This is an optimization exercise on Yosys and OpenROAD, whose aim is small area, not a production implementation.
In this exercise RTL edits were held to simulation tests only and were not proved equivalent to the original.
Power and IR drop assume default switching activity.

==> flow/design.v (outline; a module is shown in full before it is edited, if it fits) <==
// module ppwm_chan: 95 lines
// module ppwm_i2c: 288 lines
// module ppwm: 244 lines
// module on_mul: 753 lines
module ppwm (
    input             clk,
    input             rst,           
    input             tick,          
    input             bus_valid,
    input             bus_write,
    input      [1:0]  bus_size,      
    input      [11:0] bus_addr,
    input      [31:0] bus_wdata,
    output reg        bus_rvalid,
    output reg [31:0] bus_rdata,
    output reg        bus_fault,
    output            port_en,
    output            port_we,
    output     [7:0]  port_addr,
    output     [7:0]  port_wdata,
    input      [7:0]  port_rdata
);
  // ...
==> flow/run.sh <==
#!/bin/bash
# synth_recipe.tcl (not shown) runs the flow's synth.tcl, then flattens the netlist and writes it again
# the make line also repeats each setting of config.mk as NAME=value (left out here)
make -C /OpenROAD-flow-scripts/flow DESIGN_CONFIG=/design/flow/config.mk WORK_HOME=/design/flow/orfs CLKGATE_MAP_FILE= SYNTH_SCRIPT=/design/flow/synth_recipe.tcl finish
==> flow/config.mk <==
export PLATFORM = sky130hd
export DESIGN_NAME = ppwm
export DESIGN_NICKNAME = ppwm
export VERILOG_FILES = /design/flow/design.v
export SDC_FILE = /design/flow/constraint.sdc
export NUM_CORES = 4
export LEC_CHECK = 0
export CAP_MARGIN = 20
export CORE_MARGIN = 2
export CORE_UTILIZATION = 50
export CTS_BUF_LIST = sky130_fd_sc_hd__clkbuf_16
export CTS_CLUSTER_DIAMETER = 80
export CTS_CLUSTER_SIZE = 20
export SLEW_MARGIN = 20
==> flow/constraint.sdc <==
create_clock -name core_clock -period 12.0 [get_ports {clk}]
set_input_delay 2.4000 -clock core_clock [delete_from_list [all_inputs] [get_ports {clk}]]
set_output_delay 2.4000 -clock core_clock [all_outputs]
set_load 0.01 [all_outputs]
==> results.sh, run 1 <==
export IMPL_status="complete, no violations"
export IMPL_power_top_group="registers"
export IMPL_n_multi_input_combinational_cell=4944
export IMPL_gate_count_post_synth=8885
export IMPL_syn_std_cell_area_mm2=0.129
export IMPL_hold_ws_ps=445
export IMPL_dr_vias_cell=6.82
export IMPL_final_antenna_net_count=0
export IMPL_met3WireLength_um=48300
export IMPL_finish_utilization_pct=55.0
export IMPL_min_from="g_ch[1].u_ch.period[4]$_DFFE_PP_"
export IMPL_worst_path_max_delay_cell="sky130_fd_sc_hd__mux4_4"
export IMPL_start_kind="input port"
export IMPL_drv_cap=0
export IMPL_finalClockSkew_ps=56.9
export IMPL_buf_share_pct=2.91
export IMPL_ir_worst_vdd_mv=0.199
export IMPL_coreArea_mm2=0.257
export IMPL_report_final_setup_viol=0
export IMPL_worstPathRequired_ps=12660
export IMPL_clock_power_share_pct=26.5
export IMPL_tritoncts="done"
export IMPL_placed_area_mm2=0.136
export IMPL_grt_busiest_layer="met2"
export IMPL_synth_top_cells_by_area="sky130_fd_sc_hd__edfxtp_1 (67%), sky130_fd_sc_hd__fa_1 (5.8%), sky130_fd_sc_hd__a22oi_1 (4.7%), sky130_fd_sc_hd__nor2_1 (2.3%), sky130_fd_sc_hd__nand2_1 (1.8%)"
export IMPL_yosys_warnings=3
export IMPL_finalWirelength_um=464000
export IMPL_critical_path_cell_count=32
export IMPL_layout_setup_ws_ps=1040
export IMPL_r2r_end="g_ch[3].u_ch.s_on[29]$_DFFE_PP_"
export IMPL_yosysMostFrequentCell="sky130_fd_sc_hd__edfxtp_1"
export IMPL_hold_path_end="g_ch[1].u_ch.s_p[4]$_DFFE_PP_"
export IMPL_sequential_cell_area_mm2=0.0880
export IMPL_synth_lib_cells_used_distinct=101
export IMPL_p_int_mw=16.2
export IMPL_routed_top_layer="met5"
export IMPL_path_category_of_the_worst_min_delay_check="reg -> reg"
export IMPL_total_leakage_power_nw=45.1
export IMPL_fraction_of_layout_cells_with_a_size_suffix_above_1_pct=9.57
export IMPL_relative_area_change_from_synthesis_to_final_layout_pct=9.30
export IMPL_routed_wl_met2_um=218000
export IMPL_detailroute_via_count=84835
==> inputs of run 2 (changes only) <==
--- a/flow/config.mk
+++ b/flow/config.mk
@@ -8,7 +8,8 @@
 export CAP_MARGIN = 20
 export CORE_MARGIN = 2
-export CORE_UTILIZATION = 50
-export CTS_BUF_LIST = sky130_fd_sc_hd__clkbuf_16
-export CTS_CLUSTER_DIAMETER = 80
-export CTS_CLUSTER_SIZE = 20
+export CORE_UTILIZATION = 65
+export CTS_BUF_LIST = sky130_fd_sc_hd__clkbuf_8
+export CTS_CLUSTER_DIAMETER = 60
+export CTS_CLUSTER_SIZE = 14
+export PLACE_DENSITY = 0.75
 export SLEW_MARGIN = 20
==> run 2 against run 1 <==
  * Clock skew rose by 38 ps
  * Non-clock buffer count rose by 15
  * Via count rose by 2.3%
  * Sequential power barely moved
  * Largest power group unchanged
  * Register-to-register slack got worse by 140 ps
  * Still clean
  * Critical path type unchanged
  * Die area fell by 23%
  * First-iteration DRC count rose by 19%
  * Cell area fell by 1.4%
  * Synthesized cell count did not move
  * Hold slack got worse by 27 ps
  * Worst setup slack improved by 190 ps
  * Critical path depth did not move
==> results.sh, run 2 <==
export IMPL_r2r_end="g_ch[1].u_ch.s_on[29]$_DFFE_PP_"
export IMPL_synth_mux_area_fraction_pct=2.21
export IMPL_rsz_0062_raised_after_global_routing="no"
export IMPL_clock_sinks=2965
export IMPL_largest_reg_flops=2048
export IMPL_hold_buffer_count_at_cts=0
export IMPL_drv_cap=0
export IMPL_start_kind="input port"
export IMPL_fin_crit_ps=10770
export IMPL_num_fill_cells=13237
export IMPL_avgSynthCellArea_um2=14.5
export IMPL_cts_reportedPaths_clkPinSlew_ps=90
export IMPL_worst_path_max_delay_cell="sky130_fd_sc_hd__mux4_4"
export IMPL_synth_fp_nets=9359
export IMPL_synth_compound_area_share_pct=11.2
export IMPL_synth_top_cells_by_area="sky130_fd_sc_hd__edfxtp_1 (67%), sky130_fd_sc_hd__fa_1 (5.8%), sky130_fd_sc_hd__a22oi_1 (4.7%), sky130_fd_sc_hd__nor2_1 (2.3%), sky130_fd_sc_hd__nand2_1 (1.8%)"
export IMPL_hold_viol=0
export IMPL_clock_tree_buffer_depth=3
export IMPL_number_of_enable_flip_flop_cells_after_synthesis=2864
export IMPL_fmax_ghz=0.0928
export IMPL_coreArea_mm2=0.197
export IMPL_status="complete, no violations"
export IMPL_initial_antenna_violation_count=32
export IMPL_htree_levels=4
export IMPL_setup_tns_ps=0
export IMPL_worst_r2r_setup_slack_ps=2370
export IMPL_final_period_utilization_pct=89.8
export IMPL_regMostFlops="u_i2c.fbuf"
export IMPL_power_combinational_fraction_pct=21.2
export IMPL_cts_root_buf="sky130_fd_sc_hd__clkbuf_8"
export IMPL_final_antenna_net_count=0
export IMPL_synth_top_family_by_area="compound AO/OA/AOI/OAI gates"
export IMPL_crit_path_max_incr_delay_ps=700
export IMPL_cts_inserted_buffers=240
export IMPL_layout_cells_most_common="sky130_fd_sc_hd__edfxtp_1"
export IMPL_routed_wire_length_per_instance_um=37.5
export IMPL_timing_critical_path_mode_cell="sky130_fd_sc_hd__fa_1"
export IMPL_maximum_number_of_pins_on_one_net_before_global_route_repair=120
export IMPL_synthTopCellsByCount="sky130_fd_sc_hd__edfxtp_1 (2864), sky130_fd_sc_hd__a22oi_1 (812), sky130_fd_sc_hd__nor2_1 (780)"
export IMPL_globalRouteOverflowTotal=0
export IMPL_seq_power_share_pct=55.5
export IMPL_finalWirelength_um=443000
export IMPL_drt_iter0_markers=14708
export IMPL_gate_count_post_synth=8885
export IMPL_total_leakage_power_nw=44.8
export IMPL_path_category_of_the_worst_min_delay_check="reg -> reg"
export IMPL_synth_top_flop_cell="sky130_fd_sc_hd__edfxtp_1"
export IMPL_initial_core_util_pct=65.5
export IMPL_firstDrtPassIters=10
export IMPL_place_detailed_hpwl_um=288000
export IMPL_worst_setup_path_type="in -> reg"
export IMPL_syn_std_cell_area_mm2=0.129
export IMPL_yosys_area_top_type_share_pct=66.5
export IMPL_cellPowerDensity_mw_per_mm2=162
export IMPL_detailroute_via_count=86807
export IMPL_grt_usage_pct=43.7
export IMPL_worstPathMaxFanout=11
export IMPL_synth_largest_area_cell="sky130_fd_sc_hd__edfxtp_1"
export IMPL_net_switching_power_mw=7.20
export IMPL_placed_area_mm2=0.135
export IMPL_yosys_area_share_xor_xnor_pct=1.03
export IMPL_finish_net_count=9526
export IMPL_setup_worst_path_end="g_ch[1].u_ch.s_on[29]$_DFFE_PP_"
export IMPL_ir_worst_vdd_mv=0.190
export IMPL_cp_end_kind="register"
export IMPL_worst_r2r_cell_count=31
export IMPL_worst_slew_pin_transition_ps=1350
export IMPL_die_width_um=450
export IMPL_clock_power_share_pct=23.4
export IMPL_ys_ff_latch=2965
export IMPL_synth_lib_cells_used_distinct=101
export IMPL_grt_pass1_vias=83615
export IMPL_post_cts_resize_count=0
export IMPL_dr_vias_cell=7.35
export IMPL_power_switching_share_pct=31.9
export IMPL_report_final_setup_viol=0
export IMPL_r2r_start="g_ch[0].u_ch.cfg_valid$_SDFFE_PP0P_"
export IMPL_leading_cell_types_in_the_layout_fill_and_taps_excluded="sky130_fd_sc_hd__edfxtp_1 (2864), sky130_fd_sc_hd__a22oi_1 (812), sky130_fd_sc_hd__nor2_1 (734)"
export IMPL_synth_simple_gate_area_share_pct=8.22
export IMPL_ys_seq_area_share_pct=68.1
export IMPL_p_int_mw=15.4
export IMPL_port_buffers=109
export IMPL_timing_critical_path_from="bus_addr[5]"
export IMPL_rows=163
export IMPL_synth_fa_ha_area_share_pct=6.19
export IMPL_maxSlewViolCount=0
export IMPL_critical_path_arrival_ps=11640
export IMPL_non_filler_cell_area_final_mm2=0.139
export IMPL_insertion_delay_ps=1140
export IMPL_finalClockSkew_ps=94.7
export IMPL_relative_area_change_from_synthesis_to_final_layout_pct=7.74
export IMPL_fraction_of_layout_cells_with_a_size_suffix_above_1_pct=10.3
export IMPL_yosys_warnings=3
export IMPL_grt_pass1_wl_um=621000
export IMPL_worstPathRequired_ps=12870
export IMPL_ys_async_sr_fraction_pct=0
export IMPL_pin_count=111
export IMPL_slew_headroom_pct=9.65
export IMPL_finalWeightedCongestion=1.02
export IMPL_postCtsSetupBuffers=0
export IMPL_yosysMostFrequentCell="sky130_fd_sc_hd__edfxtp_1"
export IMPL_fp_dieArea_mm2=0.202
export IMPL_drcViolationCount=0
export IMPL_tritoncts="done"
export IMPL_die_height_um=450
-- run 2: worst min path at each step --
| stage | start | end | slack [ps] | cells past startpoint |
|---|---|---|---|---|
| detailed placement | g_ch[2].u_ch.period[10]$_DFFE_PP_ | g_ch[2].u_ch.s_p[10]$_DFFE_PP_ | 430 | 0 |
| finish | g_ch[2].u_ch.period[10]$_DFFE_PP_ | g_ch[2].u_ch.s_p[10]$_DFFE_PP_ | 420 | 0 |
| global route | g_ch[2].u_ch.period[25]$_DFFE_PP_ | g_ch[2].u_ch.s_p[25]$_DFFE_PP_ | 430 | 0 |
| floorplan | g_ch[2].u_ch.period[10]$_DFFE_PP_ | g_ch[2].u_ch.s_p[10]$_DFFE_PP_ | 420 | 0 |
| CTS | g_ch[2].u_ch.period[10]$_DFFE_PP_ | g_ch[2].u_ch.s_p[10]$_DFFE_PP_ | 420 | 0 |
| global placement | g_ch[0].u_ch.period[9]$_DFFE_PP_ | g_ch[0].u_ch.s_p[9]$_DFFE_PP_ | 420 | 0 |
-- run 2: metrics by stage --
stage | cells | utilization (%) | hold slack (ps) | total power, mW | worst slack (ps)
global route | 11790 | 70.5 | 429 | 22.9 | 959
detailed placement | 11432 | 68.3 | 427 | 17.2 | 238
global placement | 11429 | 68.2 | 423 | 17.0 | 365
finish | 11809 | 70.5 | 418 | 22.6 | 1230
CTS | 11764 | 70.3 | 420 | 22.1 | 1420
floorplan | 8885 | - | 420 | 15.2 | 0.155
-- run 2: power by group through the flow --
stage	Clock, mW	Combinational (mW)	Sequential [mW]
2_1_floorplan	0	2.08	13.1
3_3_place_gp	0	4.27	12.8
3_5_place_dp	0	4.39	12.8
4_1_cts	5.23	4.39	12.5
5_1_grt	5.59	4.73	12.5
6_report	5.27	4.78	12.5
-- run 2: worst max-delay path, delay by kind of cell --
kind | cells | cell delay, ps
fa+ha+maj | 12 | 4990
compound gates | 6 | 1420
simple gates | 5 | 1200
buf+inv | 7 | 790
mux | 1 | 700
xor+xnor | 1 | 150
-- run 2: cell type report --
type / count / area (um^2) / area share, %
inverters: 430 / 1610 / 1.16
clock buffers: 243 / 3340 / 2.40
diodes: 27 / 67.6 / 0.0485
clock inverters: 89 / 661 / 0.474
well taps: 2640 / 3300 / 2.37
flip-flops and latches: 2965 / 88000 / 63.2
multi-input cells: 4944 / 38000 / 27.3
repair buffers: 471 / 4170 / 3.00
-- run 2: kinds of logic (layout without fill, tap and decap cells) --
family,Yosys count,count (layout)
DFF,2965,2965
and+or+nand+nor,2235,2235
AOI/OAI and AO/OA,1953,1953
buffers and inverters,976,1233
adders and majority gates,416,416
muxes,199,199
xor gates and xnor gates,140,140
other,1,28
-- run 2: per-layer routing --
metal | up-vias | global-route usage, % | wire length (um)
met3 | 1879 | 13.0 | 61600
met2 | 7752 | 65.2 | 199000
met4 | 24 | 33.4 | 41200
li1 | 34373 | - | -
met1 | 42779 | 54.3 | 142000
met5 | - | 0.876 | 430
==> inputs of run 3 (changes only) <==
--- a/flow/config.mk
+++ b/flow/config.mk
@@ -10,6 +10,6 @@
 export CORE_UTILIZATION = 65
 export CTS_BUF_LIST = sky130_fd_sc_hd__clkbuf_8
-export CTS_CLUSTER_DIAMETER = 60
-export CTS_CLUSTER_SIZE = 14
+export CTS_CLUSTER_DIAMETER = 70
+export CTS_CLUSTER_SIZE = 16
 export PLACE_DENSITY = 0.75
 export SLEW_MARGIN = 20
==> run 3 against run 2 <==
  * Still clean on timing, DRC and antenna
  * Critical path depth is the same
  * First-iteration DRC count shrank 1.4%
  * Total power shrank 1.6%
  * Cell area shrank 0.39%
  * Critical endpoint is now g_ch[0].u_ch.s_on[29]$_DFFE_PP_
  * Largest power group unchanged
  * Highest routed layer unchanged
==> results.sh, run 3 <==
export IMPL_initial_antenna_violation_count=28
export IMPL_cts_reportedPaths_clkPinSlew_ps=100
export IMPL_grt_usage_pct=43.6
export IMPL_footprint_of_the_multi_input_gates_mm2=0.0380
export IMPL_finalClockSkew_ps=87.1
export IMPL_fraction_of_layout_cells_with_a_size_suffix_above_1_pct=9.85
export IMPL_synth_largest_area_cell="sky130_fd_sc_hd__edfxtp_1"
export IMPL_grt_pass1_vias=83413
export IMPL_yosys_area_top_type_share_pct=66.5
export IMPL_ys_ff_latch=2965
export IMPL_total_leakage_power_nw=44.5
export IMPL_finish_utilization_pct=70.3
export IMPL_ir_worst_vdd_mv=0.193
export IMPL_dp_cells=11432
export IMPL_ys_async_sr_fraction_pct=0
export IMPL_power_switching_share_pct=31.8
export IMPL_worst_slew_pin_transition_ps=1360
export IMPL_rsz_0062_raised_after_global_routing="no"
export IMPL_yosysMostFrequentCell="sky130_fd_sc_hd__edfxtp_1"
export IMPL_maximum_number_of_pins_on_one_net_before_global_route_repair=120
export IMPL_cp_end_kind="register"
export IMPL_initial_core_util_pct=65.5
export IMPL_insertion_delay_ps=1110
export IMPL_die_width_um=450
export IMPL_yosys_warnings=3
export IMPL_synth_top_cells_by_area="sky130_fd_sc_hd__edfxtp_1 (67%), sky130_fd_sc_hd__fa_1 (5.8%), sky130_fd_sc_hd__a22oi_1 (4.7%), sky130_fd_sc_hd__nor2_1 (2.3%), sky130_fd_sc_hd__nand2_1 (1.8%)"
export IMPL_hold_buffer_count_at_cts=0
export IMPL_worstPathMaxFanout=11
export IMPL_regMostFlops="u_i2c.fbuf"
export IMPL_synth_fp_nets=9359
export IMPL_tritoncts="done"
export IMPL_power_combinational_fraction_pct=21.5
export IMPL_clock_tree_buffer_depth=3
export IMPL_sequential_cell_area_mm2=0.0880
export IMPL_hold_viol=0
export IMPL_worst_path_max_delay_cell="sky130_fd_sc_hd__mux4_4"
export IMPL_drv_cap=0
export IMPL_placed_area_mm2=0.135
export IMPL_crit_path_max_incr_delay_ps=700
export IMPL_synth_top_flop_cell="sky130_fd_sc_hd__edfxtp_1"
export IMPL_path_category_of_the_worst_min_delay_check="reg -> reg"
export IMPL_pre_cts_slack_ps=238
export IMPL_fin_crit_ps=10740
export IMPL_cts_root_buf="sky130_fd_sc_hd__clkbuf_8"
export IMPL_cellPowerDensity_mw_per_mm2=160
export IMPL_relative_area_change_from_synthesis_to_final_layout_pct=7.32
export IMPL_coreArea_mm2=0.197
export IMPL_syn_std_cell_area_mm2=0.129
export IMPL_final_period_utilization_pct=89.5
export IMPL_status="complete, no violations"
export IMPL_fin_cells=11763
export IMPL_synthTopCellsByCount="sky130_fd_sc_hd__edfxtp_1 (2864), sky130_fd_sc_hd__a22oi_1 (812), sky130_fd_sc_hd__nor2_1 (780)"
export IMPL_detailroute_via_count=86312
export IMPL_critical_path_arrival_ps=11570
export IMPL_routed_wire_length_per_instance_um=37.5
export IMPL_postCtsSetupBuffers=0
export IMPL_post_layout_total_power_mw=22.2
export IMPL_largest_reg_flops=2048
export IMPL_pin_count=111
export IMPL_fmax_ghz=0.0931
export IMPL_non_filler_cell_area_final_mm2=0.139
export IMPL_number_of_enable_flip_flop_cells_after_synthesis=2864
export IMPL_htree_levels=4
export IMPL_post_cts_resize_count=0
export IMPL_report_final_setup_viol=0
export IMPL_layout_cells_most_common="sky130_fd_sc_hd__edfxtp_1"
export IMPL_grt_pass1_wl_um=619000
export IMPL_p_int_mw=15.1
export IMPL_die_height_um=450
export IMPL_rows=163
export IMPL_maxSlewViolCount=0
export IMPL_globalRouteOverflowTotal=0
export IMPL_place_detailed_hpwl_um=288000
export IMPL_port_buffers=109
export IMPL_net_switching_power_mw=7.08
export IMPL_start_kind="input port"
export IMPL_layout_setup_ws_ps=1260
export IMPL_num_fill_cells=13284
export IMPL_clock_sinks=2965
export IMPL_firstDrtPassIters=10
export IMPL_dr_vias_cell=7.34
export IMPL_ys_seq_area_share_pct=68.1
export IMPL_fp_dieArea_mm2=0.202
export IMPL_seq_power_share_pct=56.4
export IMPL_avgSynthCellArea_um2=14.5
export IMPL_worstPathRequired_ps=12830
export IMPL_gate_count_post_synth=8885
export IMPL_synth_lib_cells_used_distinct=101
export IMPL_drcViolationCount=0
export IMPL_cts_inserted_buffers=209
export IMPL_finalWirelength_um=441000
export IMPL_worst_setup_path_type="in -> reg"
export IMPL_drt_iter0_markers=14497
export IMPL_hold_ws_ps=408
export IMPL_slew_headroom_pct=8.47
export IMPL_finalWeightedCongestion=1.02
export IMPL_leading_cell_types_in_the_layout_fill_and_taps_excluded="sky130_fd_sc_hd__edfxtp_1 (2864), sky130_fd_sc_hd__a22oi_1 (812), sky130_fd_sc_hd__nor2_1 (734)"
export IMPL_finish_net_count=9494
export IMPL_clock_power_share_pct=22.1
export IMPL_timing_critical_path_mode_cell="sky130_fd_sc_hd__fa_1"
export IMPL_final_antenna_net_count=0
export IMPL_setup_tns_ps=0
[run 3: path summary, 6_finish.rpt]
path              slack (ps)  cells after the start                           startpoint                               to
hold / removal           410                      0    g_ch[1].u_ch.period[25]$_DFFE_PP_   g_ch[1].u_ch.s_p[25]$_DFFE_PP_
setup reg to reg        2430                     31  g_ch[0].u_ch.cfg_valid$_SDFFE_PP0P_  g_ch[0].u_ch.s_on[29]$_DFFE_PP_
hold reg to reg          410                      0    g_ch[1].u_ch.period[25]$_DFFE_PP_   g_ch[1].u_ch.s_p[25]$_DFFE_PP_
setup / recovery        1260                     32                          bus_addr[5]  g_ch[0].u_ch.s_on[29]$_DFFE_PP_
[run 3: area by class of cell]
cell class                      count  area share (%)
Sequential cell                  2965            63.5
Multi-Input combinational cell   4944            27.4
Timing Repair Buffer              470            3.03
Tap cell                         2640            2.38
Clock buffer                      211            2.09
Inverter                          430            1.16
Clock inverter                     74           0.392
Antenna cell                       29          0.0523
[run 3: critical path: cells and delay by family]
| family | cells | cell delay (ps) |
|---|---|---|
| adder cells (fa/ha/maj) | 12 | 4970 |
| AO/OA/AOI/OAI | 6 | 1360 |
| AND/OR/NAND/NOR | 5 | 1180 |
| buffers and inverters | 7 | 770 |
| multiplexers | 1 | 700 |
| XOR/XNOR | 1 | 150 |
[run 3: power by group through the flow]
stage / registers, mW / clock network (mW) / logic (mW)
5_1_grt: 12.5 / 5.24 / 4.74
4_1_cts: 12.5 / 4.88 / 4.39
2_1_floorplan: 13.1 / 0 / 2.08
6_report: 12.5 / 4.92 / 4.78
3_5_place_dp: 12.8 / 0 / 4.39
3_3_place_gp: 12.8 / 0 / 4.27
[run 3: cell families (layout without fill, tap and decap cells)]
logic type	Yosys count	after routing	share of synthesized area (%)
and+or+nand+nor	2235	2235	8.22
muxes	199	199	2.21
AOI/OAI and AO/OA	1953	1953	11.2
buffers and inverters	976	1185	3.01
xor gates and xnor gates	140	140	1.03
DFF	2965	2965	68.1
other	1	30	0.00290
adders and majority gates	416	416	6.19
[run 3: layer usage]
metal,wire length [um],GRT usage [%],vias up
met5,135,0,-
met4,40900,32.9,18
met3,60400,12.8,1828
met2,198000,65.4,7640
met1,142000,54.0,42540
li1,-,-,34286
==> module ppwm, before the edit <==
module ppwm (
    input             clk,
    input             rst,           
    input             tick,          
    input             bus_valid,
    input             bus_write,
    input      [1:0]  bus_size,      
    input      [11:0] bus_addr,
    input      [31:0] bus_wdata,
    output reg        bus_rvalid,
    output reg [31:0] bus_rdata,
    output reg        bus_fault,
    output            port_en,
    output            port_we,
    output     [7:0]  port_addr,
    output     [7:0]  port_wdata,
    input      [7:0]  port_rdata
);
    localparam N_PWM = 4;
    localparam [31:0] PERIOD_DEFAULT = 32'd1000;  
    localparam [1:0] ST_IDLE = 2'd0, ST_RUN = 2'd1, ST_PAU = 2'd2, ST_STOP = 2'd3;
    wire       acc_ok   = bus_valid && (bus_size == 2'd2) && (bus_addr[1:0] == 2'b00);
    wire       sel_cmd  = (bus_addr == 12'h000);
    wire       sel_stat = (bus_addr == 12'h004);
    wire       sel_rx   = (bus_addr == 12'h008);
    wire       sel_buf  = (bus_addr >= 12'h100) && (bus_addr <= 12'h4FC);
    wire [7:0] buf_idx  = bus_addr[9:2] - 8'h40;
    wire [1:0] ch       = bus_addr[6:5];    
    wire [2:0] reg_off  = bus_addr[4:2];
    wire       sel_pwm  = bus_addr[11] && (bus_addr[10:7] == 4'd0) && (reg_off <= 3'd5);
    wire       mapped   = sel_cmd || sel_stat || sel_rx || sel_buf || sel_pwm;
    wire       acc      = acc_ok && mapped;
    wire       wr       = acc && bus_write;
    wire [31:0] i2c_status;
    wire [7:0]  rxbyte;
    wire [7:0]  buf_rdata;
    wire        i2c_busy;
    wire        eng_act, eng_rd;
    wire [7:0]  eng_wdata;
    wire        pwm_we;
    ppwm_i2c u_i2c (
        .clk        (clk),
        .rst        (rst),
        .cmd_we     (wr && sel_cmd),
        .wdata      (bus_wdata),
        .buf_acc    (acc && sel_buf),
        .buf_wr     (bus_write),
        .buf_idx    (buf_idx),
        .status     (i2c_status),
        .rxbyte     (rxbyte),
        .buf_rdata  (buf_rdata),
        .busy       (i2c_busy),
        .grant      (!pwm_we && !rst),
        .act        (eng_act),
        .act_rd     (eng_rd),
        .act_wdata  (eng_wdata),
        .port_rdata (port_rdata)
    );
    reg [N_PWM-1:0] step;
    always @(posedge clk) begin
        if (rst)
            step <= 0;
        else
            step <= {step[N_PWM-2:0], tick};
    end
    wire [1:0]  c_state  [0:N_PWM-1];
    wire [N_PWM-1:0] c_spend, c_cfgv, c_out, c_pset;
    wire [2:0]  c_err    [0:N_PWM-1];
    wire [14:0] c_duty   [0:N_PWM-1];
    wire [31:0] c_period [0:N_PWM-1];
    wire [10:0] c_line   [0:N_PWM-1];
    wire [31:0] c_parg   [0:N_PWM-1];
    wire [10:0] c_sline  [0:N_PWM-1];
    wire [31:0] c_sp     [0:N_PWM-1];
    wire [31:0] c_son    [0:N_PWM-1];
    wire [31:0] c_cnt    [0:N_PWM-1];
    wire [N_PWM-1:0] c_fresh;
    wire [1:0]  h_state  = c_state[ch];
    wire        h_spend  = c_spend[ch];
    wire        h_cfgv   = c_cfgv[ch];
    wire [14:0] h_duty   = h_cfgv ? c_duty[ch] : 15'd0;
    wire [31:0] h_period = h_cfgv ? c_period[ch] : PERIOD_DEFAULT;
    wire [10:0] h_line   = h_cfgv ? c_line[ch] : 11'd0;
    wire [31:0] h_parg   = c_pset[ch] ? c_parg[ch] : PERIOD_DEFAULT;
    wire [31:0] h_status = {21'd0, c_err[ch], 1'b0, h_state == ST_PAU, h_state == ST_RUN,
                            c_out[ch], h_cfgv, h_spend, h_state};
    wire        h_active = (h_state == ST_RUN) || (h_state == ST_PAU);
    wire [3:0]  op    = bus_wdata[3:0];
    wire [15:0] w_d   = bus_wdata[31:16];
    wire [11:0] w_l   = bus_wdata[15:4];
    wire is_init   = (op == 4'h1);
    wire is_setd   = (op == 4'h2) && (bus_wdata[15:4] == 12'd0);
    wire is_setl   = (op == 4'h3) && (bus_wdata[31:16] == 16'd0);
    wire is_start  = (bus_wdata == 32'h4);
    wire is_pause  = (bus_wdata == 32'h5);
    wire is_resume = (bus_wdata == 32'h6);
    wire is_stop   = (bus_wdata == 32'h7);
    wire reserved  = !(is_init || is_setd || is_setl || is_start ||
                       is_pause || is_resume || is_stop);
    wire supports_out = !w_l[11];                        
    wire duty_ok      = !w_d[15] && (w_d <= 16'h4000);   
    reg owned;
    integer i;
    always @(*) begin
        owned = (h_line[10:4] == 7'd0) && (h_line[2:1] == 2'd0);
        for (i = 0; i < N_PWM; i = i + 1)
            if ((c_state[i] == ST_RUN || c_state[i] == ST_PAU) &&
                c_sline[i][10:4] == h_line[10:4] && c_sline[i][2:0] == h_line[2:0])
                owned = 1'b1;
    end
    wire st_bad = (is_start  && h_active) ||
                  (is_pause  && !(h_state == ST_RUN && !h_spend)) ||
                  (is_resume && !(h_state == ST_PAU && !h_spend)) ||
                  (is_stop   && !(h_active && !h_spend));
    reg [2:0] code;
    always @(*) begin
        if (reserved)                                   code = 3'd1;
        else if ((is_setd || is_setl || is_start) && !h_cfgv) code = 3'd6;
        else if (st_bad)                                code = 3'd5;
        else if (is_start && owned)                     code = 3'd7;
        else if ((is_init || is_setl) && !supports_out) code = 3'd3;
        else if ((is_init || is_setd) && !duty_ok)      code = 3'd2;
        else if (is_init && h_parg == 32'd0)            code = 3'd4;
        else                                            code = 3'd0;
    end
    wire [45:0] prod;
    on_mul u_mul (.p(h_period), .d(h_duty[13:0]), .prod(prod));
    wire [31:0] on_new = h_duty[14] ? h_period : prod[45:14];
    reg [1:0]  t_state;
    reg        t_spend;
    reg [10:0] t_sline;
    reg [31:0] t_sp, t_son, t_cnt;
    integer k;
    always @(*) begin
        t_state = 2'd0;
        t_spend = 1'b0;
        t_sline = 11'd0;
        t_sp    = 32'd0;
        t_son   = 32'd0;
        t_cnt   = 32'd0;
        for (k = 0; k < N_PWM; k = k + 1) begin
            t_state = t_state | (c_state[k] & {2{step[k]}});
            t_spend = t_spend | (c_spend[k] & step[k]);
            t_sline = t_sline | (c_sline[k] & {11{step[k]}});
            t_sp    = t_sp    | (c_sp[k]    & {32{step[k]}});
            t_son   = t_son   | (c_son[k]   & {32{step[k]}});
            t_cnt   = t_cnt   | (c_cnt[k]   & {32{step[k] & !c_fresh[k]}});
        end
    end
    wire        t_active = (t_state == ST_RUN) || (t_state == ST_PAU);
    wire        at_zero  = (t_cnt == 32'd0);
    wire        at_on    = !at_zero && (t_cnt == t_son);
    wire [31:0] cnt_inc  = t_cnt + 32'd1;
    wire [31:0] cnt_next = (cnt_inc == t_sp) ? 32'd0 : cnt_inc;
    wire do_step  = t_active;       
    wire stop_now = do_step && (at_zero || at_on) && t_spend;
    wire wr_on    = do_step && at_zero && !t_spend && (t_state == ST_RUN);
    wire wr_off   = do_step && at_on && !t_spend;
    wire advance  = do_step && !stop_now && !(at_zero && t_state == ST_PAU);
    wire line_we  = stop_now || wr_on || wr_off;
    wire line_val = wr_on && (t_son != 32'd0);
    genvar g;
    generate
        for (g = 0; g < N_PWM; g = g + 1) begin : g_ch
            wire sel = wr && sel_pwm && (ch == g);
            wire cw  = sel && (reg_off == 3'd0);
            ppwm_chan #(.PERIOD_DEFAULT(PERIOD_DEFAULT)) u_ch (
                .clk        (clk),
                .rst        (rst),
                .cmd_we     (cw),
                .accept     (cw && (code == 3'd0)),
                .code       (code),
                .parg_we    (sel && (reg_off == 3'd5)),
                .parg_val   (h_parg),
                .on_new     (on_new),
                .wdata      (bus_wdata),
                .is_init    (is_init),
                .is_setd    (is_setd),
                .is_setl    (is_setl),
                .is_start   (is_start),
                .is_pause   (is_pause),
                .is_resume  (is_resume),
                .is_stop    (is_stop),
                .step       (step[g]),
                .line_we    (line_we),
                .line_val   (line_val),
                .stop_now   (stop_now),
                .advance    (advance),
                .cnt_next   (cnt_next),
                .state      (c_state[g]),
                .stop_pend  (c_spend[g]),
                .cfg_valid  (c_cfgv[g]),
                .out        (c_out[g]),
                .err        (c_err[g]),
                .duty       (c_duty[g]),
                .period     (c_period[g]),
                .line       (c_line[g]),
                .period_arg (c_parg[g]),
                .parg_set   (c_pset[g]),
                .s_line     (c_sline[g]),
                .s_p        (c_sp[g]),
                .s_on       (c_son[g]),
                .cnt        (c_cnt[g]),
                .fresh      (c_fresh[g])
            );
        end
    endgenerate
    assign pwm_we = line_we;
    reg [7:0] pwm_wbyte;
    always @(*) begin
        pwm_wbyte = port_rdata;
        pwm_wbyte[t_sline[2:0]] = line_val ^ t_sline[3];
    end
    assign port_en    = (pwm_we || eng_act) && !rst;    
    assign port_we    = pwm_we || !eng_rd;
    assign port_addr  = pwm_we ? {1'b0, t_sline[10:4]} : 8'h00;
    assign port_wdata = pwm_we ? pwm_wbyte : eng_wdata;
    wire       rde   = acc_ok && !bus_write;
    wire       r_st  = rde && sel_stat;
    wire       r_rx  = rde && sel_rx;
    wire       r_buf = rde && sel_buf && !i2c_busy;
    wire       r_pwm = rde && sel_pwm;
    wire       r_ps  = r_pwm && (reg_off == 3'd1);
    wire       r_pd  = r_pwm && (reg_off == 3'd2);
    wire       r_pp  = r_pwm && (reg_off == 3'd3);
    wire       r_pl  = r_pwm && (reg_off == 3'd4);
    wire       r_pa  = r_pwm && (reg_off == 3'd5);
    wire [31:0] rd = (i2c_status          & {32{r_st}})
                   | ({24'd0, rxbyte}     & {32{r_rx}})
                   | ({24'd0, buf_rdata}  & {32{r_buf}})
                   | (h_status            & {32{r_ps}})
                   | ({17'd0, h_duty}     & {32{r_pd}})
                   | (h_period            & {32{r_pp}})
                   | ({21'd0, h_line}     & {32{r_pl}})
                   | (h_parg              & {32{r_pa}});
    always @(posedge clk) begin
        bus_fault  <= bus_valid && !acc;
        bus_rdata  <= rd;
        if (rst)
            bus_rvalid <= 1'b0;
        else
            bus_rvalid <= bus_valid;
    end
endmodule
==> inputs of run 4 (changes only) <==
--- a/flow/design.v
+++ b/flow/design.v
@@ -459,13 +459,34 @@
     wire [31:0] c_cnt    [0:N_PWM-1];
     wire [N_PWM-1:0] c_fresh;
-    wire [1:0]  h_state  = c_state[ch];
-    wire        h_spend  = c_spend[ch];
-    wire        h_cfgv   = c_cfgv[ch];
-    wire [14:0] h_duty   = h_cfgv ? c_duty[ch] : 15'd0;
-    wire [31:0] h_period = h_cfgv ? c_period[ch] : PERIOD_DEFAULT;
-    wire [10:0] h_line   = h_cfgv ? c_line[ch] : 11'd0;
-    wire [31:0] h_parg   = c_pset[ch] ? c_parg[ch] : PERIOD_DEFAULT;
-    wire [31:0] h_status = {21'd0, c_err[ch], 1'b0, h_state == ST_PAU, h_state == ST_RUN,
-                            c_out[ch], h_cfgv, h_spend, h_state};
+    wire [N_PWM-1:0] chs = 4'd1 << ch;
+    reg  [1:0]  h_state;
+    reg         h_spend, h_cfgv, h_pset, h_out;
+    reg  [2:0]  h_err;
+    reg  [14:0] h_duty_r;
+    reg  [31:0] h_period_r, h_parg_r;
+    reg  [10:0] h_line_r;
+    integer q;
+    always @(*) begin
+        h_state = 0; h_spend = 0; h_cfgv = 0; h_pset = 0; h_out = 0; h_err = 0;
+        h_duty_r = 0; h_period_r = 0; h_parg_r = 0; h_line_r = 0;
+        for (q = 0; q < N_PWM; q = q + 1) begin
+            h_state    = h_state    | (c_state[q]  & {2{chs[q]}});
+            h_spend    = h_spend    | (c_spend[q]  & chs[q]);
+            h_cfgv     = h_cfgv     | (c_cfgv[q]   & chs[q]);
+            h_pset     = h_pset     | (c_pset[q]   & chs[q]);
+            h_out      = h_out      | (c_out[q]    & chs[q]);
+            h_err      = h_err      | (c_err[q]    & {3{chs[q]}});
+            h_duty_r   = h_duty_r   | (c_duty[q]   & {15{chs[q] & c_cfgv[q]}});
+            h_period_r = h_period_r | (c_period[q] & {32{chs[q] & c_cfgv[q]}});
+            h_parg_r   = h_parg_r   | (c_parg[q]   & {32{chs[q] & c_pset[q]}});
+            h_line_r   = h_line_r   | (c_line[q]   & {11{chs[q] & c_cfgv[q]}});
+        end
+    end
+    wire [14:0] h_duty   = h_duty_r;
+    wire [31:0] h_period = h_cfgv ? h_period_r : PERIOD_DEFAULT;
+    wire [10:0] h_line   = h_line_r;
+    wire [31:0] h_parg   = h_pset ? h_parg_r : PERIOD_DEFAULT;
+    wire [31:0] h_status = {21'd0, h_err, 1'b0, h_state == ST_PAU, h_state == ST_RUN,
+                            h_out, h_cfgv, h_spend, h_state};
     wire        h_active = (h_state == ST_RUN) || (h_state == ST_PAU);
     wire [3:0]  op    = bus_wdata[3:0];
--- a/flow/config.mk
+++ b/flow/config.mk
@@ -10,6 +10,6 @@
 export CORE_UTILIZATION = 65
 export CTS_BUF_LIST = sky130_fd_sc_hd__clkbuf_8
-export CTS_CLUSTER_DIAMETER = 70
-export CTS_CLUSTER_SIZE = 16
+export CTS_CLUSTER_DIAMETER = 60
+export CTS_CLUSTER_SIZE = 14
 export PLACE_DENSITY = 0.75
 export SLEW_MARGIN = 20
==> run 4 against run 3 <==
  * Still clean
  * Clock power grew 6.1%
  * Synthesized area shrank 0.36%
  * Fmax down 1.9%
  * Count of clock-buffer cells in the layout is 32 higher
  * Critical path depth did not move
  * Largest cell class unchanged
  * Largest power group unchanged
==> results.sh, run 4 <==
export IMPL_synth_top_family_by_area="compound AO/OA/AOI/OAI gates"
export IMPL_coreArea_mm2=0.197
export IMPL_cts_reportedPaths_clkPinSlew_ps=100
export IMPL_relative_area_change_from_synthesis_to_final_layout_pct=7.52
export IMPL_globalRouteOverflowTotal=0
export IMPL_number_of_enable_flip_flop_cells_after_synthesis=2864
export IMPL_grtUsageMet2_pct=65.8
export IMPL_cts_inserted_buffers=239
export IMPL_maxSlewViolCount=0
export IMPL_synth_compound_area_share_pct=12.3
export IMPL_synth_top_flop_cell="sky130_fd_sc_hd__edfxtp_1"
export IMPL_rsz_0062_raised_after_global_routing="no"
export IMPL_postCtsSetupBuffers=0
export IMPL_fin_crit_ps=10950
export IMPL_cellPowerDensity_mw_per_mm2=127
export IMPL_ys_seq_area_share_pct=68.4
export IMPL_initial_antenna_violation_count=39
export IMPL_ir_worst_vdd_mv=0.122
export IMPL_critical_path_arrival_ps=11770
export IMPL_die_width_um=449
export IMPL_rows=163
export IMPL_synth_simple_gate_area_share_pct=7.81
export IMPL_timing_critical_path_mode_cell="sky130_fd_sc_hd__fa_1"
export IMPL_final_period_utilization_pct=91.2
export IMPL_post_layout_total_power_mw=17.6
export IMPL_crit_path_max_incr_delay_ps=550
export IMPL_synth_lib_cells_used_distinct=106
export IMPL_finalWirelength_um=454000
export IMPL_fraction_of_layout_cells_with_a_size_suffix_above_1_pct=9.14
export IMPL_leading_cell_types_in_the_layout_fill_and_taps_excluded="sky130_fd_sc_hd__edfxtp_1 (2864), sky130_fd_sc_hd__a22oi_1 (741), sky130_fd_sc_hd__nor2_1 (702)"
export IMPL_ys_ff_latch=2965
export IMPL_non_filler_cell_area_final_mm2=0.138
export IMPL_placed_area_mm2=0.134
export IMPL_detailroute_via_count=88148
export IMPL_clock_tree_buffer_depth=3
export IMPL_syn_std_cell_area_mm2=0.129
export IMPL_worst_slew_pin_transition_ps=1380
export IMPL_largest_reg_flops=2048
export IMPL_status="complete, no violations"
export IMPL_tritoncts="done"
export IMPL_drt_iter0_markers=15795
export IMPL_grt_busiest_layer="met2"
export IMPL_clock_sinks=2965
export IMPL_htree_levels=4
export IMPL_fp_dieArea_mm2=0.202
export IMPL_synthTopCellsByCount="sky130_fd_sc_hd__edfxtp_1 (2864), sky130_fd_sc_hd__a22oi_1 (741), sky130_fd_sc_hd__nor2_1 (738)"
export IMPL_yosys_area_top_type_share_pct=66.8
export IMPL_synth_fp_nets=9320
export IMPL_maximum_number_of_pins_on_one_net_before_global_route_repair=231
export IMPL_worstPathMaxFanout=9
export IMPL_place_detailed_hpwl_um=290000
export IMPL_worst_setup_path_type="in -> reg"
export IMPL_routed_wire_length_per_instance_um=38.5
export IMPL_layout_cells_most_common="sky130_fd_sc_hd__edfxtp_1"
export IMPL_grt_usage_pct=44.7
export IMPL_yosysMostFrequentCell="sky130_fd_sc_hd__edfxtp_1"
export IMPL_synth_mux_area_fraction_pct=0.942
export IMPL_avgSynthCellArea_um2=14.6
export IMPL_setup_tns_ps=0
export IMPL_ys_async_sr_fraction_pct=0
export IMPL_cts_root_buf="sky130_fd_sc_hd__clkbuf_8"
export IMPL_fmax_ghz=0.0913
export IMPL_start_kind="input port"
export IMPL_slew_headroom_pct=7.64
export IMPL_hold_viol=0
export IMPL_final_antenna_net_count=0
export IMPL_grt_met1_usage_pct=54.3
export IMPL_globalRouteMet3Util_pct=14.7
export IMPL_path_category_of_the_worst_min_delay_check="reg -> reg"
export IMPL_post_cts_resize_count=0
export IMPL_cp_end_kind="register"
export IMPL_hold_ws_ps=406
export IMPL_dr_vias_cell=7.47
export IMPL_die_height_um=449
export IMPL_yosys_area_share_xor_xnor_pct=1.19
export IMPL_synth_largest_area_cell="sky130_fd_sc_hd__edfxtp_1"
export IMPL_num_fill_cells=13077
export IMPL_synth_top_cells_by_area="sky130_fd_sc_hd__edfxtp_1 (67%), sky130_fd_sc_hd__fa_1 (5.8%), sky130_fd_sc_hd__a22oi_1 (4.3%), sky130_fd_sc_hd__nor2_1 (2.2%), sky130_fd_sc_hd__nand2_1 (1.8%)"
export IMPL_gate_count_post_synth=8846
export IMPL_regMostFlops="u_i2c.fbuf"
export IMPL_worstPathRequired_ps=12820
export IMPL_yosys_warnings=3
export IMPL_finalClockSkew_ps=98.0
export IMPL_worst_path_max_delay_cell="sky130_fd_sc_hd__fa_1"
export IMPL_firstDrtPassIters=10
export IMPL_finalWeightedCongestion=1.04
export IMPL_port_buffers=109
export IMPL_total_leakage_power_nw=44.5
export IMPL_initial_core_util_pct=65.4
export IMPL_drv_cap=0
export IMPL_report_final_setup_viol=0
export IMPL_insertion_delay_ps=1130
export IMPL_grt_pass1_wl_um=632000
export IMPL_synth_fa_ha_area_share_pct=6.20
export IMPL_pin_count=111
export IMPL_drcViolationCount=0
export IMPL_grt_pass1_vias=83954
export IMPL_finish_net_count=9479
export IMPL_hold_buffer_count_at_cts=0
run 4: layer usage:
metal	vias to the layer above	part of all wire (%)
met5	-	0.10
met3	2118	14
met4	32	9.9
met1	43207	32
met2	8319	44
li1	34472	-
run 4: kinds of logic (layout without fill, tap and decap cells):
kind of cell	Yosys count	after routing
other	1	57
DFF	2965	2965
xor gates and xnor gates	173	173
AOI/OAI and AO/OA	2070	2070
adders and majority gates	415	415
buffers and inverters	998	1254
and+or+nand+nor	2121	2121
muxes	103	103
run 4: layout make-up:
| class | count | area (um^2) | share of cell area, % |
|---|---|---|---|
| clock buffer | 243 | 3340 | 2.42 |
| sequential | 2965 | 88000 | 63.6 |
| antenna | 56 | 140 | 0.101 |
| tap | 2640 | 3300 | 2.39 |
| multi-input combinational | 4883 | 37200 | 26.9 |
| timing repair buffer | 475 | 4140 | 2.99 |
| clock inverter | 95 | 598 | 0.432 |
| inverter | 441 | 1660 | 1.20 |
run 4: power by group:
group / total (mW) / internal, mW / leakage [nW] / switching, mW
Combinational: 1.03 / 0.240 / 15.5 / 0.789
Clock: 5.22 / 1.92 / 2.24 / 3.30
Sequential: 11.3 / 11.3 / 26.8 / 0.00702
run 4: per-stage QoR:
stage	utilization, %	setup WS, ps	cells
2_1_floorplan	-	11.8	8846
3_3_place_gp	68.1	-1.23	11395
3_5_place_dp	68.1	-4.75	11395
4_1_cts	70.1	1090	11733
5_1_grt	70.2	628	11750
6_report	70.3	1050	11798
run 4: path summary, 6_finish.rpt:
kind	startpoint	end	slack (ps)	depth (start not counted)
setup reg to reg	g_ch[3].u_ch.cfg_valid$_SDFFE_PP0P_	g_ch[3].u_ch.s_on[21]$_DFFE_PP_	1520	32
setup / recovery	bus_addr[6]	g_ch[3].u_ch.s_on[21]$_DFFE_PP_	1050	32
hold / removal	g_ch[3].u_ch.line[2]$_DFFE_PP_	g_ch[3].u_ch.s_line[2]$_DFFE_PP_	410	0
hold reg to reg	g_ch[3].u_ch.line[2]$_DFFE_PP_	g_ch[3].u_ch.s_line[2]$_DFFE_PP_	410	0
run 4: worst max-delay path: cells and delay by family:
family                     cells  cell delay (ps)
adders and majority gates     12             5200
AOI/OAI and AO/OA              9             2450
buffers and inverters          5              490
xor gates and xnor gates       1               80
and+or+nand+nor                5             1130
==> inputs of run 5 (changes only) <==
--- a/flow/config.mk
+++ b/flow/config.mk
@@ -10,6 +10,6 @@
 export CORE_UTILIZATION = 65
 export CTS_BUF_LIST = sky130_fd_sc_hd__clkbuf_8
-export CTS_CLUSTER_DIAMETER = 60
-export CTS_CLUSTER_SIZE = 14
+export CTS_CLUSTER_DIAMETER = 70
+export CTS_CLUSTER_SIZE = 16
 export PLACE_DENSITY = 0.75
 export SLEW_MARGIN = 20
==> run 5 against run 4 <==
  * Now fails the layout checks on antenna violations
  * Largest power group unchanged
  * Combinational power hardly changed
  * Core utilization is 0.27 points lower
  * Highest routed layer unchanged
  * Non-clock buffer count is 2 higher
==> results.sh, run 5 <==
export IMPL_placed_area_mm2=0.134
export IMPL_number_of_enable_flip_flop_cells_after_synthesis=2864
export IMPL_insertion_delay_ps=1100
export IMPL_finish_net_count=9449
export IMPL_worst_slew_pin_transition_ps=1390
export IMPL_finalWirelength_um=453000
export IMPL_grt_pass1_vias=83585
export IMPL_footprint_of_the_multi_input_gates_mm2=0.0372
export IMPL_worstPathMaxFanout=9
export IMPL_fp_dieArea_mm2=0.202
export IMPL_ys_ff_latch=2965
export IMPL_fraction_of_layout_cells_with_a_size_suffix_above_1_pct=8.80
export IMPL_post_cts_resize_count=0
export IMPL_rows=163
export IMPL_synth_lib_cells_used_distinct=106
export IMPL_slew_headroom_pct=6.17
export IMPL_synth_top_flop_cell="sky130_fd_sc_hd__edfxtp_1"
export IMPL_yosys_area_top_type_share_pct=66.8
export IMPL_fmax_ghz=0.0916
export IMPL_cp_num_buf_inv=5
export IMPL_critical_path_cell_count=32
export IMPL_worstPathRequired_ps=12830
export IMPL_grt_usage_pct=44.6
export IMPL_ys_seq_area_share_pct=68.4
export IMPL_die_width_um=449
export IMPL_non_filler_cell_area_final_mm2=0.138
export IMPL_num_fill_cells=13144
export IMPL_cts_root_buf="sky130_fd_sc_hd__clkbuf_8"
export IMPL_drt_iter0_markers=15384
export IMPL_synth_top_cells_by_area="sky130_fd_sc_hd__edfxtp_1 (67%), sky130_fd_sc_hd__fa_1 (5.8%), sky130_fd_sc_hd__a22oi_1 (4.3%), sky130_fd_sc_hd__nor2_1 (2.2%), sky130_fd_sc_hd__nand2_1 (1.8%)"
export IMPL_cts_inserted_buffers=207
export IMPL_cp_end_kind="register"
export IMPL_crit_path_max_incr_delay_ps=550
export IMPL_relative_area_change_from_synthesis_to_final_layout_pct=7.10
export IMPL_setup_tns_ps=0
export IMPL_start_kind="input port"
export IMPL_report_final_setup_viol=0
export IMPL_grt_pass1_wl_um=630000
export IMPL_total_leakage_power_nw=44.2
export IMPL_pin_count=111
export IMPL_postCtsSetupBuffers=0
export IMPL_firstDrtPassIters=12
export IMPL_hold_viol=0
export IMPL_die_height_um=449
export IMPL_routed_wire_length_per_instance_um=38.6
export IMPL_final_antenna_net_count=2
export IMPL_hold_ws_ps=407
export IMPL_yosysMostFrequentCell="sky130_fd_sc_hd__edfxtp_1"
export IMPL_regMostFlops="u_i2c.fbuf"
export IMPL_initial_core_util_pct=65.4
export IMPL_cts_reportedPaths_clkPinSlew_ps=110
export IMPL_largest_reg_flops=2048
export IMPL_ir_worst_vdd_mv=0.135
export IMPL_initial_antenna_violation_count=47
export IMPL_fin_crit_ps=10920
export IMPL_avgSynthCellArea_um2=14.6
export IMPL_rsz_0062_raised_after_global_routing="no"
export IMPL_final_period_utilization_pct=91.0
export IMPL_clock_sinks=2965
export IMPL_cp_top_family="adder cells"
export IMPL_critical_path_arrival_ps=11750
export IMPL_tritoncts="done"
export IMPL_layout_cells_most_common="sky130_fd_sc_hd__edfxtp_1"
export IMPL_finalClockSkew_ps=92.2
export IMPL_place_detailed_hpwl_um=290000
export IMPL_synth_fp_nets=9320
export IMPL_htree_levels=4
export IMPL_hold_buffer_count_at_cts=0
export IMPL_globalRouteOverflowTotal=0
export IMPL_gate_count_post_synth=8846
export IMPL_clock_tree_buffer_depth=3
export IMPL_dr_vias_cell=7.46
export IMPL_cellPowerDensity_mw_per_mm2=125
export IMPL_ys_async_sr_fraction_pct=0
export IMPL_timing_critical_path_mode_cell="sky130_fd_sc_hd__fa_1"
export IMPL_syn_std_cell_area_mm2=0.129
export IMPL_sequential_cell_area_mm2=0.0880
export IMPL_synth_largest_area_cell="sky130_fd_sc_hd__edfxtp_1"
export IMPL_drv_cap=0
export IMPL_yosys_warnings=3
export IMPL_port_buffers=109
export IMPL_leading_cell_types_in_the_layout_fill_and_taps_excluded="sky130_fd_sc_hd__edfxtp_1 (2864), sky130_fd_sc_hd__a22oi_1 (741), sky130_fd_sc_hd__nor2_1 (701)"
export IMPL_timing_hold_worst_path_depth=0
export IMPL_finish_utilization_pct=70.0
export IMPL_worst_path_max_delay_cell="sky130_fd_sc_hd__fa_1"
export IMPL_worst_setup_path_type="in -> reg"
export IMPL_synthTopCellsByCount="sky130_fd_sc_hd__edfxtp_1 (2864), sky130_fd_sc_hd__a22oi_1 (741), sky130_fd_sc_hd__nor2_1 (738)"
export IMPL_status="complete, but fails checks"
export IMPL_path_category_of_the_worst_min_delay_check="reg -> reg"
export IMPL_detailroute_via_count=87539
export IMPL_worst_r2r_cell_count=32
export IMPL_finalWeightedCongestion=1.04
export IMPL_maximum_number_of_pins_on_one_net_before_global_route_repair=231
export IMPL_drcViolationCount=0
export IMPL_failed_checks="antenna violations"
export IMPL_maxSlewViolCount=0
export IMPL_coreArea_mm2=0.197
## run 5: stage by stage
stage / setup WS, ps / cells / power [mW]
2_1_floorplan: 11.8 / 8846 / 12.0
3_3_place_gp: -1.23 / 11395 / 12.5
3_5_place_dp: -4.75 / 11395 / 12.5
4_1_cts: 1120 / 11687 / 17.1
5_1_grt: 639 / 11705 / 17.5
6_report: 1080 / 11736 / 17.2
## run 5: final timing paths
kind / startpoint / end / slack (ps)
max reg2reg: g_ch[3].u_ch.cfg_valid$_SDFFE_PP0P_ / g_ch[0].u_ch.s_on[21]$_DFFE_PP_ / 1560
max: bus_addr[6] / g_ch[0].u_ch.s_on[21]$_DFFE_PP_ / 1080
min: g_ch[3].u_ch.line[2]$_DFFE_PP_ / g_ch[3].u_ch.s_line[2]$_DFFE_PP_ / 410
min reg2reg: g_ch[3].u_ch.line[2]$_DFFE_PP_ / g_ch[3].u_ch.s_line[2]$_DFFE_PP_ / 410
## run 5: cells by family after synthesis
logic type                 after synthesis  synth area share [%]
buffers and inverters                  998                  3.20
muxes                                  103                 0.942
AOI/OAI and AO/OA                     2070                  12.3
other                                    1               0.00291
DFF                                   2965                  68.4
adders and majority gates              415                  6.20
xor gates and xnor gates               173                  1.19
and+or+nand+nor                       2121                  7.81
## run 5: worst register-to-register path: cells and delay by family, from the launching register on
family / cells / cell delay (ps)
adder cells (fa/ha/maj): 12 / 5060
AO/OA/AOI/OAI: 8 / 1910
AND/OR/NAND/NOR: 6 / 1520
flip-flops: 1 / 1070
buffers and inverters: 5 / 550
XOR/XNOR: 1 / 80
## run 5: power breakdown
part | switching, mW | leakage [nW] | internal (mW)
Combinational | 0.790 | 15.5 | 0.241
Clock | 3.21 | 1.95 | 1.65
Sequential | 0.00715 | 26.8 | 11.3
Total | 4.01 | 44.2 | 13.2
## run 5: area by class of cell
class	count	share of cell area, %
Timing Repair Buffer	477	3.03
Antenna cell	38	0.0689
Clock inverter	82	0.372
Tap cell	2640	2.40
Clock buffer	210	2.10
Multi-Input combinational cell	4883	27.0
Sequential cell	2965	63.8
Inverter	441	1.20
## run 5: metal layers
metal  track usage (%)  part of all wire [%]  up-vias
met3              15.3                    14     2111
met5             0.118                 0.065        -
met1              54.0                    32    42869
met4              35.5                    10       34
met2              65.8                    44     8141
li1                  -                     -    34384

-- separate check: timing with driven ports --
How much do the figures lean on ideal ports? The routed layouts below were timed once more, with nothing changed but the port constraints.
Step 1: set_driving_cell puts a clkbuf_16 on clk and a buf_2 on each other input, an assumption about the parent block.
Step 2, shift: input delay + t, output delay - t, t = (earliest + latest rising clock arrival at the registers) / 2. This alone moves slack from input paths to output paths.
Slacks: no drivers / after step 1 / after step 2; pairs: no drivers / after step 1.
run	t, ns	slack for setup (ns)	hold WS [ns]	latest minus earliest clock arrival (ns)	slew at the worst register clock pin (ns)
run 1	0.944	1.039 / 0.979 / 0.035	0.445 / 0.445 / 0.445	0.080 / 0.079	0.09 / 0.09
run 2	1.193	1.230 / 1.211 / 0.018	0.418 / 0.418 / 0.418	0.095 / 0.096	0.11 / 0.11
run 3	1.159	1.258 / 1.225 / 0.066	0.408 / 0.408 / 0.408	0.089 / 0.089	0.12 / 0.12
run 4	1.171	1.052 / 1.016 / -0.155	0.406 / 0.406 / 0.406	0.100 / 0.101	0.11 / 0.11
run 5	1.155	1.080 / 1.063 / -0.093	0.407 / 0.407 / 0.407	0.105 / 0.105	0.12 / 0.12
For run 2, which loses most, drivers alone change the setup slack by -0.019 ns; drivers and shift together by -1.212 ns.
